From an optimization exercise on the open Yosys and OpenROAD flow, aimed at small area, a short achievable clock period and few clock cycles per item; shortcuts taken in it are not production practice.
In this exercise RTL edits were held to simulation tests only and were not proved equivalent to the original.
No activity file was given, so power comes from the tool's default toggle rates.

==> inputs of run a <==
==> flow/design.v <==
module et312_cipher_step (
  input  wire [2:0] lane_oh,   
  input  wire       decode,    
  input  wire [7:0] x,         
  input  wire [7:0] fbk,       
  output wire [7:0] out,       
  output wire [7:0] fbk_new    
);
  localparam [7:0] K0 = 8'h65, K1 = 8'hED, K2 = 8'h83;
  wire [7:0] m1 = decode ? 8'h62 : ~fbk;
  wire [7:0] a  = x ^ m1;
  wire       c6 = &a[5:0];
  wire [7:0] cv;
  assign cv[0] = 1'b1;
  assign cv[1] = a[0];
  assign cv[2] = &a[1:0];
  assign cv[3] = &a[2:0];
  assign cv[4] = &a[3:0];
  assign cv[5] = &a[4:0];
  assign cv[6] = ~c6;
  assign cv[7] = a[6] | c6;
  wire [7:0] cvl = {8{lane_oh[0]}} & cv;
  wire [7:0] xs  = lane_oh[1] ? {x[3:0], x[7:4]} : x;
  wire [7:0] msk = lane_oh[0] ? (fbk ^ 8'h62) :
                   lane_oh[1] ? (decode ? fbk : {fbk[3:0], fbk[7:4]}) : fbk;
  wire [7:0] kl  = ({8{lane_oh[0]}} & K0) | ({8{lane_oh[1]}} & K1) | ({8{lane_oh[2]}} & K2);
  assign out     = xs ^ msk ^ cvl;
  assign fbk_new = decode ? (x ^ kl) : (xs ^ (msk ^ kl) ^ cvl);
endmodule
module et312_engine (
  input  wire        clk,
  input  wire        rst,          
  input  wire        cmd_valid,
  output wire        cmd_ready,
  input  wire [15:0] cmd_data,
  output reg         resp_valid,
  output wire [15:0] resp_data
);
  localparam [7:0] K0  = 8'h65, K1  = 8'hED, K2  = 8'h83;
  localparam [7:0] IV0 = 8'hB9, IV1 = 8'hFE, IV2 = 8'h8F;
  localparam [2:0] M_IDLE = 3'd0, M_ENC = 3'd1, M_ENCCK = 3'd2,
                   M_DEC  = 3'd3, M_CKSUM = 3'd4;
  localparam [3:0] OP_ILL   = 4'h7,    
                   OP_END   = 4'h5,
                   OP_RDERR = 4'h6, OP_BYTE  = 4'h8, OP_RDOUT = 4'h9,
                   OP_RDCKX = 4'hA, OP_RDCKL = 4'hB, OP_RDCKH = 4'hC,
                   OP_RDPOSL = 4'hD, OP_RDPOSH = 4'hE, OP_RESET = 4'hF;
  assign cmd_ready = 1'b1;
  reg [7:0]  fba, fbb, fbc;
  reg [2:0]  lane_oh;       
  reg [13:0] pos;
  reg [7:0]  xacc;
  reg [7:0]  sacc_l, sacc_h;
  reg        sacc_c;        
  reg [7:0]  dout;
  reg [2:0]  mode;
  reg [2:0]  err;           
  reg        ge_win;        
  reg        ge_img;        
  reg        err_any;       
  reg        at55e;         
  reg        sx_x, sx_l, sx_h;   
  reg [7:0]  data_q;
  wire [3:0] op  = cmd_data[15:12];
  wire [3:0] rsv = cmd_data[11:8];
  wire [7:0] arg = cmd_data[7:0];
  wire illegal = (rsv != 4'h0) || (op == 4'h7) || (op != OP_BYTE && arg != 8'h00);
  reg        v_q;         
  reg        byte_q;      
  reg  [3:0] op_q;        
  reg  [7:0] arg_q;       
  wire       sx_x_n, sx_l_n, sx_h_n;
  wire [7:0] xacc_n;
  always @(posedge clk) begin
    v_q    <= cmd_valid && !rst;
    byte_q <= cmd_valid && !rst && !illegal && op == OP_BYTE;
    op_q   <= illegal ? OP_ILL : op;
    arg_q  <= sx_x_n ? xacc_n : sx_l_n ? sacc_l : sx_h_n ? sacc_h : arg;
  end
  wire c_start = v_q && (op_q[3:2] == 2'b00 && op_q[1:0] != 2'b00 || op_q == 4'h4);
  wire c_end   = v_q && op_q == OP_END;
  wire c_reset = v_q && op_q == OP_RESET;
  wire c_ill   = v_q && op_q == OP_ILL;
  wire m_idle  = (mode == M_IDLE);
  wire m_dec   = mode[1] && mode[0];
  wire m_encck = mode[1] && !mode[0];
  wire m_ciph  = mode[0] || (m_encck && !ge_img);    
  wire m_cksum = mode[2];
  wire [7:0] out, fbk_new;
  et312_cipher_step u_step (
    .lane_oh (lane_oh),
    .decode  (m_dec),
    .x       (arg_q),
    .fbk     (fba),
    .out     (out),
    .fbk_new (fbk_new)
  );
  wire b_cipher = byte_q && m_ciph;
  wire b_ovr    = byte_q && m_encck && ge_img;
  wire b_nopass = byte_q && m_idle;
  wire b_adv    = byte_q && (m_ciph || m_cksum);
  wire b_acc    = byte_q && (m_cksum || m_encck) && !ge_win;
  wire clr = rst || c_start || c_reset;    
  wire pos_max = &pos;
  wire at54 = (pos == 14'd15854);
  wire at71 = (pos == 14'd15871);
  wire [7:0] g0 = sacc_l & arg_q;
  wire [7:0] p0 = sacc_l ^ arg_q;
  wire [7:0] g1, p1, g2, p2, g3;
  genvar i;
  generate
    for (i = 0; i < 8; i = i + 1) begin : pf
      if (i % 2 == 1) begin
        assign g1[i] = g0[i] | (p0[i] & g0[i-1]);
        assign p1[i] = p0[i] & p0[i-1];
      end else begin
        assign g1[i] = g0[i];
        assign p1[i] = p0[i];
      end
      if (i % 4 >= 2) begin
        assign g2[i] = g1[i] | (p1[i] & g1[(i/4)*4+1]);
        assign p2[i] = p1[i] & p1[(i/4)*4+1];
      end else begin
        assign g2[i] = g1[i];
        assign p2[i] = p1[i];
      end
      if (i >= 4) begin
        assign g3[i] = g2[i] | (p2[i] & g2[3]);
      end else begin
        assign g3[i] = g2[i];
      end
    end
  endgenerate
  wire [7:0] sum_l = p0 ^ {g3[6:0], 1'b0};
  wire [7:0] sacc_hr = sacc_h + {7'd0, sacc_c};    
  assign xacc_n = b_acc ? xacc ^ arg_q : xacc;
  assign sx_x_n = !clr && (b_adv ? at55e : sx_x);
  assign sx_l_n = !clr && (b_adv ? sx_x : sx_l);
  assign sx_h_n = !clr && (b_adv ? sx_l : sx_h);
  always @(posedge clk) begin
    if (clr) begin
      fba <= IV0 ^ K0; fbb <= IV1 ^ K1; fbc <= IV2 ^ K2;
      lane_oh <= 3'b001;
      pos    <= 14'd0;
      ge_win <= 1'b0;
      ge_img <= 1'b0;
      at55e  <= 1'b0;
      xacc   <= 8'h00;
      sacc_l <= 8'h00;
      sacc_h <= 8'h00;
      sacc_c <= 1'b0;
      dout   <= 8'h00;
    end else begin
      if (b_cipher) dout <= out;
      if (b_adv) begin
        fba     <= fbb;
        fbb     <= fbc;
        fbc     <= fbk_new;
        lane_oh <= {lane_oh[1:0], lane_oh[2]};
        pos     <= pos + {13'd0, !pos_max};
        if (pos == 14'd15855) ge_win <= 1'b1;
        if (at71)             ge_img <= 1'b1;
        at55e   <= at54 && m_encck;
      end
      if (b_acc) begin
        xacc   <= xacc ^ arg_q;
        sacc_l <= sum_l;
      end
      sacc_c <= b_acc && g3[7];
      sacc_h <= sacc_hr;
    end
    sx_x <= sx_x_n;
    sx_l <= sx_l_n;
    sx_h <= sx_h_n;
    if (rst || c_reset || c_end) mode <= M_IDLE;
    else if (c_start)            mode <= op_q[2:0];
    if (rst || c_reset) begin
      err     <= 3'b000;
      err_any <= 1'b0;
    end else begin
      if (c_ill)    err[0] <= 1'b1;
      if (b_nopass) err[1] <= 1'b1;
      if (b_ovr)    err[2] <= 1'b1;
      if (c_ill || b_nopass || b_ovr) err_any <= 1'b1;
    end
    resp_valid <= v_q && !rst;
    data_q <= ({8{b_cipher}} & out) |
              ({8{v_q && op_q == OP_RDERR}}  & {5'b00000, err}) |
              ({8{v_q && op_q == OP_RDOUT}}  & dout) |
              ({8{v_q && op_q == OP_RDCKX}}  & xacc) |
              ({8{v_q && op_q == OP_RDCKL}}  & sacc_l) |
              ({8{v_q && op_q == OP_RDCKH}}  & sacc_hr) |
              ({8{v_q && op_q == OP_RDPOSL}} & pos[7:0]) |
              ({8{v_q && op_q == OP_RDPOSH}} & {2'b00, pos[13:8]});
  end
  assign resp_data = {err_any, ge_img, ge_win, lane_oh[2], lane_oh[1], mode, data_q};
endmodule
==> flow/flow/run.sh <==
#!/bin/bash
# Own layout flow: the standard flow (standard.sh) with two changes.
#  1. Synthesis maps the logic with an area-oriented ABC script (flow/area.abc).
#     Everything else in synthesis is the standard flow's own script (synth_recipe.tcl and
#     ORFS's synth.tcl, of which flow/synth_area.tcl is a copy that differs
#     only in the ABC script), so the registers are the standard synthesis's.
#  2. Ports are buffered with buf_2 cells.
# Each tool's output goes to a log file in this folder (and ORFS's own logs).
set -euo pipefail
W=$PWD
export AREA_ABC_SCRIPT=$W/flow/area.abc
sed "s#source \$::env(SCRIPTS_DIR)/synth.tcl#source $W/flow/synth_area.tcl#" \
  synth_recipe.tcl > $W/synth_area_top.tcl
grep -q "source $W/flow/synth_area.tcl" $W/synth_area_top.tcl
bash standard.sh SYNTH_SCRIPT=$W/synth_area_top.tcl \
  "BUFFER_PORTS_ARGS=-buffer_cell sky130_fd_sc_hd__buf_2" \
  synth > $W/synth.log 2>&1
bash standard.sh SYNTH_SCRIPT=$W/synth_area_top.tcl \
  "BUFFER_PORTS_ARGS=-buffer_cell sky130_fd_sc_hd__buf_2" \
  finish > $W/layout.log 2>&1
test -f $W/out/final.def
==> flow/flow/area.abc <==
&get -n
&st
&dch -f
&nf -R 1000
&put
buffer -c
topo
stime -c
upsize -c
dnsize -c
==> flow/flow/synth_area.tcl <==
==> flow/standard.sh <==
#!/bin/bash
# synth_recipe.tcl (not shown) runs the flow's synth.tcl, then flattens the netlist and writes it again
# the make line also repeats each setting of config.mk as NAME=value (left out here)
make -C /OpenROAD-flow-scripts/flow DESIGN_CONFIG=/design/flow/config.mk WORK_HOME=/design/flow/orfs CLKGATE_MAP_FILE= SYNTH_SCRIPT=/design/flow/synth_recipe.tcl "${@:-finish}"
==> flow/config.mk <==
export PLATFORM = sky130hd
export DESIGN_NAME = et312_engine
export DESIGN_NICKNAME = et312_engine
export VERILOG_FILES = /design/flow/design.v
export SDC_FILE = /design/flow/constraint.sdc
export NUM_CORES = 4
export LEC_CHECK = 0
export CAP_MARGIN = 20
export CORE_MARGIN = 2
export CORE_UTILIZATION = 40
export CTS_BUF_LIST = sky130_fd_sc_hd__clkbuf_8
export SETUP_SLACK_MARGIN = 2.9
export SLEW_MARGIN = 20
==> flow/constraint.sdc <==
create_clock -name core_clock -period 5.0 [get_ports {clk}]
set_input_delay 1.0000 -clock core_clock [delete_from_list [all_inputs] [get_ports {clk}]]
set_output_delay 1.0000 -clock core_clock [all_outputs]
set_load 0.01 [all_outputs]
==> run b (differences from run a) <==
--- a/flow/design.v
+++ b/flow/design.v
@@ -4,8 +4,6 @@
   input  wire [7:0] x,         
   input  wire [7:0] fbk,       
-  output wire [7:0] out,       
-  output wire [7:0] fbk_new    
+  output wire [7:0] out        
 );
-  localparam [7:0] K0 = 8'h65, K1 = 8'hED, K2 = 8'h83;
   wire [7:0] m1 = decode ? 8'h62 : ~fbk;
   wire [7:0] a  = x ^ m1;
@@ -20,11 +18,8 @@
   assign cv[6] = ~c6;
   assign cv[7] = a[6] | c6;
-  wire [7:0] cvl = {8{lane_oh[0]}} & cv;
   wire [7:0] xs  = lane_oh[1] ? {x[3:0], x[7:4]} : x;
   wire [7:0] msk = lane_oh[0] ? (fbk ^ 8'h62) :
                    lane_oh[1] ? (decode ? fbk : {fbk[3:0], fbk[7:4]}) : fbk;
-  wire [7:0] kl  = ({8{lane_oh[0]}} & K0) | ({8{lane_oh[1]}} & K1) | ({8{lane_oh[2]}} & K2);
-  assign out     = xs ^ msk ^ cvl;
-  assign fbk_new = decode ? (x ^ kl) : (xs ^ (msk ^ kl) ^ cvl);
+  assign out = xs ^ msk ^ ({8{lane_oh[0]}} & cv);
 endmodule
 module et312_engine (
@@ -47,19 +42,4 @@
                    OP_RDPOSL = 4'hD, OP_RDPOSH = 4'hE, OP_RESET = 4'hF;
   assign cmd_ready = 1'b1;
-  reg [7:0]  fba, fbb, fbc;
-  reg [2:0]  lane_oh;       
-  reg [13:0] pos;
-  reg [7:0]  xacc;
-  reg [7:0]  sacc_l, sacc_h;
-  reg        sacc_c;        
-  reg [7:0]  dout;
-  reg [2:0]  mode;
-  reg [2:0]  err;           
-  reg        ge_win;        
-  reg        ge_img;        
-  reg        err_any;       
-  reg        at55e;         
-  reg        sx_x, sx_l, sx_h;   
-  reg [7:0]  data_q;
   wire [3:0] op  = cmd_data[15:12];
   wire [3:0] rsv = cmd_data[11:8];
@@ -72,4 +52,5 @@
   wire       sx_x_n, sx_l_n, sx_h_n;
   wire [7:0] xacc_n;
+  reg  [7:0] xacc, sacc_l, sacc_h;
   always @(posedge clk) begin
     v_q    <= cmd_valid && !rst;
@@ -78,30 +59,46 @@
     arg_q  <= sx_x_n ? xacc_n : sx_l_n ? sacc_l : sx_h_n ? sacc_h : arg;
   end
+  reg [7:0]  fba, fbb, fbc;
+  reg [1:0]  lane;
+  reg [13:0] pos;
+  reg        sacc_c;        
+  reg [7:0]  dout;
+  reg [2:0]  mode;
+  reg [2:0]  err;           
+  reg        ge_win;        
+  reg        ge_img;        
+  reg        err_any;       
+  reg        sx_x, sx_l, sx_h;   
+  reg [7:0]  data_q;
   wire c_start = v_q && (op_q[3:2] == 2'b00 && op_q[1:0] != 2'b00 || op_q == 4'h4);
   wire c_end   = v_q && op_q == OP_END;
   wire c_reset = v_q && op_q == OP_RESET;
   wire c_ill   = v_q && op_q == OP_ILL;
-  wire m_idle  = (mode == M_IDLE);
-  wire m_dec   = mode[1] && mode[0];
-  wire m_encck = mode[1] && !mode[0];
-  wire m_ciph  = mode[0] || (m_encck && !ge_img);    
-  wire m_cksum = mode[2];
-  wire [7:0] out, fbk_new;
+  wire m_enc   = (mode == M_ENC);
+  wire m_encck = (mode == M_ENCCK);
+  wire m_dec   = (mode == M_DEC);
+  wire m_cksum = (mode == M_CKSUM);
+  wire m_ciph  = m_enc || m_dec || (m_encck && !ge_img);
+  wire [2:0] lane_oh = {lane[1], lane[0], lane == 2'd0};
+  wire [7:0] kcur = ({8{lane_oh[0]}} & K0) | ({8{lane_oh[1]}} & K1) | ({8{lane_oh[2]}} & K2);
+  wire [7:0] fbk  = fba ^ kcur;
+  wire [7:0] sacc_hr = sacc_h + {7'd0, sacc_c};
+  wire [7:0] x = arg_q;
+  wire [7:0] out;
   et312_cipher_step u_step (
     .lane_oh (lane_oh),
     .decode  (m_dec),
-    .x       (arg_q),
-    .fbk     (fba),
-    .out     (out),
-    .fbk_new (fbk_new)
+    .x       (x),
+    .fbk     (fbk),
+    .out     (out)
   );
   wire b_cipher = byte_q && m_ciph;
   wire b_ovr    = byte_q && m_encck && ge_img;
-  wire b_nopass = byte_q && m_idle;
+  wire b_nopass = byte_q && !(m_enc || m_encck || m_dec || m_cksum);
   wire b_adv    = byte_q && (m_ciph || m_cksum);
   wire b_acc    = byte_q && (m_cksum || m_encck) && !ge_win;
   wire clr = rst || c_start || c_reset;    
   wire pos_max = &pos;
-  wire at54 = (pos == 14'd15854);
+  wire at55 = (pos == 14'd15855);
   wire at71 = (pos == 14'd15871);
   wire [7:0] g0 = sacc_l & arg_q;
@@ -133,17 +130,15 @@
   endgenerate
   wire [7:0] sum_l = p0 ^ {g3[6:0], 1'b0};
-  wire [7:0] sacc_hr = sacc_h + {7'd0, sacc_c};    
   assign xacc_n = b_acc ? xacc ^ arg_q : xacc;
-  assign sx_x_n = !clr && (b_adv ? at55e : sx_x);
+  assign sx_x_n = !clr && (b_adv ? at55 && m_encck : sx_x);
   assign sx_l_n = !clr && (b_adv ? sx_x : sx_l);
   assign sx_h_n = !clr && (b_adv ? sx_l : sx_h);
   always @(posedge clk) begin
     if (clr) begin
-      fba <= IV0 ^ K0; fbb <= IV1 ^ K1; fbc <= IV2 ^ K2;
-      lane_oh <= 3'b001;
+      fba <= IV0; fbb <= IV1; fbc <= IV2;
+      lane   <= 2'd0;
       pos    <= 14'd0;
       ge_win <= 1'b0;
       ge_img <= 1'b0;
-      at55e  <= 1'b0;
       xacc   <= 8'h00;
       sacc_l <= 8'h00;
@@ -154,12 +149,11 @@
       if (b_cipher) dout <= out;
       if (b_adv) begin
-        fba     <= fbb;
-        fbb     <= fbc;
-        fbc     <= fbk_new;
-        lane_oh <= {lane_oh[1:0], lane_oh[2]};
-        pos     <= pos + {13'd0, !pos_max};
-        if (pos == 14'd15855) ge_win <= 1'b1;
-        if (at71)             ge_img <= 1'b1;
-        at55e   <= at54 && m_encck;
+        fba    <= fbb;
+        fbb    <= fbc;
+        fbc    <= m_dec ? arg_q : out;
+        lane   <= {lane[0], lane == 2'd0};
+        pos    <= pos + {13'd0, !pos_max};
+        if (at55) ge_win <= 1'b1;
+        if (at71) ge_img <= 1'b1;
       end
       if (b_acc) begin
@@ -194,4 +188,4 @@
               ({8{v_q && op_q == OP_RDPOSH}} & {2'b00, pos[13:8]});
   end
-  assign resp_data = {err_any, ge_img, ge_win, lane_oh[2], lane_oh[1], mode, data_q};
+  assign resp_data = {err_any, ge_img, ge_win, lane, mode, data_q};
 endmodule
==> flow/run.sh (new file) <==
#!/bin/bash
# synth_recipe.tcl (not shown) runs the flow's synth.tcl, then flattens the netlist and writes it again
# the make line also repeats each setting of config.mk as NAME=value (left out here)
make -C /OpenROAD-flow-scripts/flow DESIGN_CONFIG=/design/flow/config.mk WORK_HOME=/design/flow/orfs CLKGATE_MAP_FILE= SYNTH_SCRIPT=/design/flow/synth_recipe.tcl finish
--- a/flow/config.mk
+++ b/flow/config.mk
@@ -9,5 +9,4 @@
 export CORE_MARGIN = 2
 export CORE_UTILIZATION = 40
-export CTS_BUF_LIST = sky130_fd_sc_hd__clkbuf_8
-export SETUP_SLACK_MARGIN = 2.9
+export SETUP_SLACK_MARGIN = 2.7
 export SLEW_MARGIN = 20
removed: flow/flow/run.sh
removed: flow/flow/area.abc
removed: flow/flow/synth_area.tcl
removed: flow/standard.sh
==> run c (differences from run a) <==
--- a/flow/design.v
+++ b/flow/design.v
@@ -4,8 +4,6 @@
   input  wire [7:0] x,         
   input  wire [7:0] fbk,       
-  output wire [7:0] out,       
-  output wire [7:0] fbk_new    
+  output wire [7:0] out        
 );
-  localparam [7:0] K0 = 8'h65, K1 = 8'hED, K2 = 8'h83;
   wire [7:0] m1 = decode ? 8'h62 : ~fbk;
   wire [7:0] a  = x ^ m1;
@@ -20,11 +18,8 @@
   assign cv[6] = ~c6;
   assign cv[7] = a[6] | c6;
-  wire [7:0] cvl = {8{lane_oh[0]}} & cv;
   wire [7:0] xs  = lane_oh[1] ? {x[3:0], x[7:4]} : x;
   wire [7:0] msk = lane_oh[0] ? (fbk ^ 8'h62) :
                    lane_oh[1] ? (decode ? fbk : {fbk[3:0], fbk[7:4]}) : fbk;
-  wire [7:0] kl  = ({8{lane_oh[0]}} & K0) | ({8{lane_oh[1]}} & K1) | ({8{lane_oh[2]}} & K2);
-  assign out     = xs ^ msk ^ cvl;
-  assign fbk_new = decode ? (x ^ kl) : (xs ^ (msk ^ kl) ^ cvl);
+  assign out = xs ^ msk ^ ({8{lane_oh[0]}} & cv);
 endmodule
 module et312_engine (
@@ -47,19 +42,4 @@
                    OP_RDPOSL = 4'hD, OP_RDPOSH = 4'hE, OP_RESET = 4'hF;
   assign cmd_ready = 1'b1;
-  reg [7:0]  fba, fbb, fbc;
-  reg [2:0]  lane_oh;       
-  reg [13:0] pos;
-  reg [7:0]  xacc;
-  reg [7:0]  sacc_l, sacc_h;
-  reg        sacc_c;        
-  reg [7:0]  dout;
-  reg [2:0]  mode;
-  reg [2:0]  err;           
-  reg        ge_win;        
-  reg        ge_img;        
-  reg        err_any;       
-  reg        at55e;         
-  reg        sx_x, sx_l, sx_h;   
-  reg [7:0]  data_q;
   wire [3:0] op  = cmd_data[15:12];
   wire [3:0] rsv = cmd_data[11:8];
@@ -72,4 +52,5 @@
   wire       sx_x_n, sx_l_n, sx_h_n;
   wire [7:0] xacc_n;
+  reg  [7:0] xacc, sacc_l, sacc_h;
   always @(posedge clk) begin
     v_q    <= cmd_valid && !rst;
@@ -78,30 +59,46 @@
     arg_q  <= sx_x_n ? xacc_n : sx_l_n ? sacc_l : sx_h_n ? sacc_h : arg;
   end
+  reg [7:0]  fba, fbb, fbc;
+  reg [1:0]  lane;
+  reg [13:0] pos;
+  reg        sacc_c;        
+  reg [7:0]  dout;
+  reg [2:0]  mode;
+  reg [2:0]  err;           
+  reg        ge_win;        
+  reg        ge_img;        
+  reg        err_any;       
+  reg        sx_x, sx_l, sx_h;   
+  reg [7:0]  data_q;
   wire c_start = v_q && (op_q[3:2] == 2'b00 && op_q[1:0] != 2'b00 || op_q == 4'h4);
   wire c_end   = v_q && op_q == OP_END;
   wire c_reset = v_q && op_q == OP_RESET;
   wire c_ill   = v_q && op_q == OP_ILL;
-  wire m_idle  = (mode == M_IDLE);
-  wire m_dec   = mode[1] && mode[0];
-  wire m_encck = mode[1] && !mode[0];
-  wire m_ciph  = mode[0] || (m_encck && !ge_img);    
-  wire m_cksum = mode[2];
-  wire [7:0] out, fbk_new;
+  wire m_enc   = (mode == M_ENC);
+  wire m_encck = (mode == M_ENCCK);
+  wire m_dec   = (mode == M_DEC);
+  wire m_cksum = (mode == M_CKSUM);
+  wire m_ciph  = m_enc || m_dec || (m_encck && !ge_img);
+  wire [2:0] lane_oh = {lane[1], lane[0], lane == 2'd0};
+  wire [7:0] kcur = ({8{lane_oh[0]}} & K0) | ({8{lane_oh[1]}} & K1) | ({8{lane_oh[2]}} & K2);
+  wire [7:0] fbk  = fba ^ kcur;
+  wire [7:0] sacc_hr = sacc_h + {7'd0, sacc_c};
+  wire [7:0] x = arg_q;
+  wire [7:0] out;
   et312_cipher_step u_step (
     .lane_oh (lane_oh),
     .decode  (m_dec),
-    .x       (arg_q),
-    .fbk     (fba),
-    .out     (out),
-    .fbk_new (fbk_new)
+    .x       (x),
+    .fbk     (fbk),
+    .out     (out)
   );
   wire b_cipher = byte_q && m_ciph;
   wire b_ovr    = byte_q && m_encck && ge_img;
-  wire b_nopass = byte_q && m_idle;
+  wire b_nopass = byte_q && !(m_enc || m_encck || m_dec || m_cksum);
   wire b_adv    = byte_q && (m_ciph || m_cksum);
   wire b_acc    = byte_q && (m_cksum || m_encck) && !ge_win;
   wire clr = rst || c_start || c_reset;    
   wire pos_max = &pos;
-  wire at54 = (pos == 14'd15854);
+  wire at55 = (pos == 14'd15855);
   wire at71 = (pos == 14'd15871);
   wire [7:0] g0 = sacc_l & arg_q;
@@ -133,17 +130,15 @@
   endgenerate
   wire [7:0] sum_l = p0 ^ {g3[6:0], 1'b0};
-  wire [7:0] sacc_hr = sacc_h + {7'd0, sacc_c};    
   assign xacc_n = b_acc ? xacc ^ arg_q : xacc;
-  assign sx_x_n = !clr && (b_adv ? at55e : sx_x);
+  assign sx_x_n = !clr && (b_adv ? at55 && m_encck : sx_x);
   assign sx_l_n = !clr && (b_adv ? sx_x : sx_l);
   assign sx_h_n = !clr && (b_adv ? sx_l : sx_h);
   always @(posedge clk) begin
     if (clr) begin
-      fba <= IV0 ^ K0; fbb <= IV1 ^ K1; fbc <= IV2 ^ K2;
-      lane_oh <= 3'b001;
+      fba <= IV0; fbb <= IV1; fbc <= IV2;
+      lane   <= 2'd0;
       pos    <= 14'd0;
       ge_win <= 1'b0;
       ge_img <= 1'b0;
-      at55e  <= 1'b0;
       xacc   <= 8'h00;
       sacc_l <= 8'h00;
@@ -154,12 +149,11 @@
       if (b_cipher) dout <= out;
       if (b_adv) begin
-        fba     <= fbb;
-        fbb     <= fbc;
-        fbc     <= fbk_new;
-        lane_oh <= {lane_oh[1:0], lane_oh[2]};
-        pos     <= pos + {13'd0, !pos_max};
-        if (pos == 14'd15855) ge_win <= 1'b1;
-        if (at71)             ge_img <= 1'b1;
-        at55e   <= at54 && m_encck;
+        fba    <= fbb;
+        fbb    <= fbc;
+        fbc    <= m_dec ? arg_q : out;
+        lane   <= {lane[0], lane == 2'd0};
+        pos    <= pos + {13'd0, !pos_max};
+        if (at55) ge_win <= 1'b1;
+        if (at71) ge_img <= 1'b1;
       end
       if (b_acc) begin
@@ -194,4 +188,4 @@
               ({8{v_q && op_q == OP_RDPOSH}} & {2'b00, pos[13:8]});
   end
-  assign resp_data = {err_any, ge_img, ge_win, lane_oh[2], lane_oh[1], mode, data_q};
+  assign resp_data = {err_any, ge_img, ge_win, lane, mode, data_q};
 endmodule
==> flow/run.sh (new file) <==
#!/bin/bash
# synth_recipe.tcl (not shown) runs the flow's synth.tcl, then flattens the netlist and writes it again
# the make line also repeats each setting of config.mk as NAME=value (left out here)
make -C /OpenROAD-flow-scripts/flow DESIGN_CONFIG=/design/flow/config.mk WORK_HOME=/design/flow/orfs CLKGATE_MAP_FILE= SYNTH_SCRIPT=/design/flow/synth_recipe.tcl finish
--- a/flow/config.mk
+++ b/flow/config.mk
@@ -9,5 +9,4 @@
 export CORE_MARGIN = 2
 export CORE_UTILIZATION = 40
-export CTS_BUF_LIST = sky130_fd_sc_hd__clkbuf_8
-export SETUP_SLACK_MARGIN = 2.9
+export SETUP_SLACK_MARGIN = 3.2
 export SLEW_MARGIN = 20
removed: flow/flow/run.sh
removed: flow/flow/area.abc
removed: flow/flow/synth_area.tcl
removed: flow/standard.sh
==> notes.md <==
- Between run b and run c, the lower final area is in run b (gap about 20%, measured against run c).
- Of run b and run c, run c has the higher core utilization (gap 12 points).
- Against run c, the via count of run b is smaller by about 10%.
- In run b the clock skew is higher than in run c, by 0.0015 ns.
- In run b the cell count is lower than in run c, by 10%.
- Run a aborted during 1_2_yosys. Run c finished with timing, DRC and antenna clean. Run b finished clean.
- Against run b, the sequential share of layout area of run c is lower by 5.6 points.
- In run b the critical path depth is lower than in run c, by 1.
- Synthesized cell count is the same in run b and run c.
- In run b the sequential power is higher than in run c, by about 1%.
- Maximum frequency: run c is lower than run b (1.3%).
==> figures <==
quantity	run c	run b	run a
Total cell area at the placement stage	6400 sq um	6190 sq um	-
Worst path buffer plus inverter count	2	0	-
Cell Int Power	1.35 mW	1.34 mW	-
Unrepaired setup endpoints after global routing	true	true	-
Fraction of area in multi-input gates	0.496	0.517	-
Clock insertion delay at the later pin of the skew report	0.37 ns	0.36 ns	-
Clock Pin Slew Worst Setup and Hold Paths	0.07 ns	0.07 ns	-
Maximum fanout along the worst path	4	9	-
Maximum number of pins on one net before global-route repair	40	39	-
Worst Path Class, Setup	flip-flop to flip-flop	flip-flop to flip-flop	-
Run status	complete, no violations	complete, no violations	stopped before the end
Last stage reached	-	-	1_2_yosys
Die Y-Extent	124 um	124 um	-
Overflow left after global routing	0	0	-
Worst Path Required	5.26 ns	5.25 ns	-
Global-route wire length before repair	30500 um	26500 um	-
Part of the total power dissipated in combinational logic	0.111	0.075	-
Maximum VDD drop	0.162 mV	0.195 mV	-
Cell type with the largest total area after synthesis	dfxtp_1	dfxtp_1	-
Cell count of the worst hold path	2	2	-
Post-synth top flop	dfxtp_1	dfxtp_1	-
Most common cell in the netlist	dfxtp_1	dfxtp_1	-
Testbench counts of run b, summed over its fixed seeds: cycles 1,638,104, items 1,638,088.
Testbench counts of run c, summed over its fixed seeds: cycles 1,638,104, items 1,638,088.

[re-timing with driven ports]
The flow's constraints put no driver on any port. The routed layouts listed below were extracted and timed again, unchanged, in two steps.
Step 1 (the two cells are an assumption about what drives the block):
set clk [get_ports {clk}]
set_driving_cell -lib_cell sky130_fd_sc_hd__clkbuf_16 $clk
set_driving_cell -lib_cell sky130_fd_sc_hd__buf_2 [delete_from_list [all_inputs] $clk]
Step 2 adds t to the input delays and takes it off the output delays; t is the mean of the earliest and latest rising clock arrival at the registers after step 1. Input paths then give back, and output paths get back, about the clock's delay inside the block.
Three values: ideal, step 1, step 2; two values: the first two.
| run | t (ns) | slack for setup (ns) | worst hold slack (ns) |
|---|---|---|---|
| run b | 0.395 | 2.693 / 2.693 / 2.385 | 0.448 / 0.448 / 0.448 |
| run c | 0.405 | 2.661 / 2.661 / 2.605 | 0.448 / 0.448 / 0.448 |
After both steps every run listed still meets setup and hold. The setup slack of run b, which loses most, moves by 0.000 ns with the drivers and by -0.308 ns with both steps.
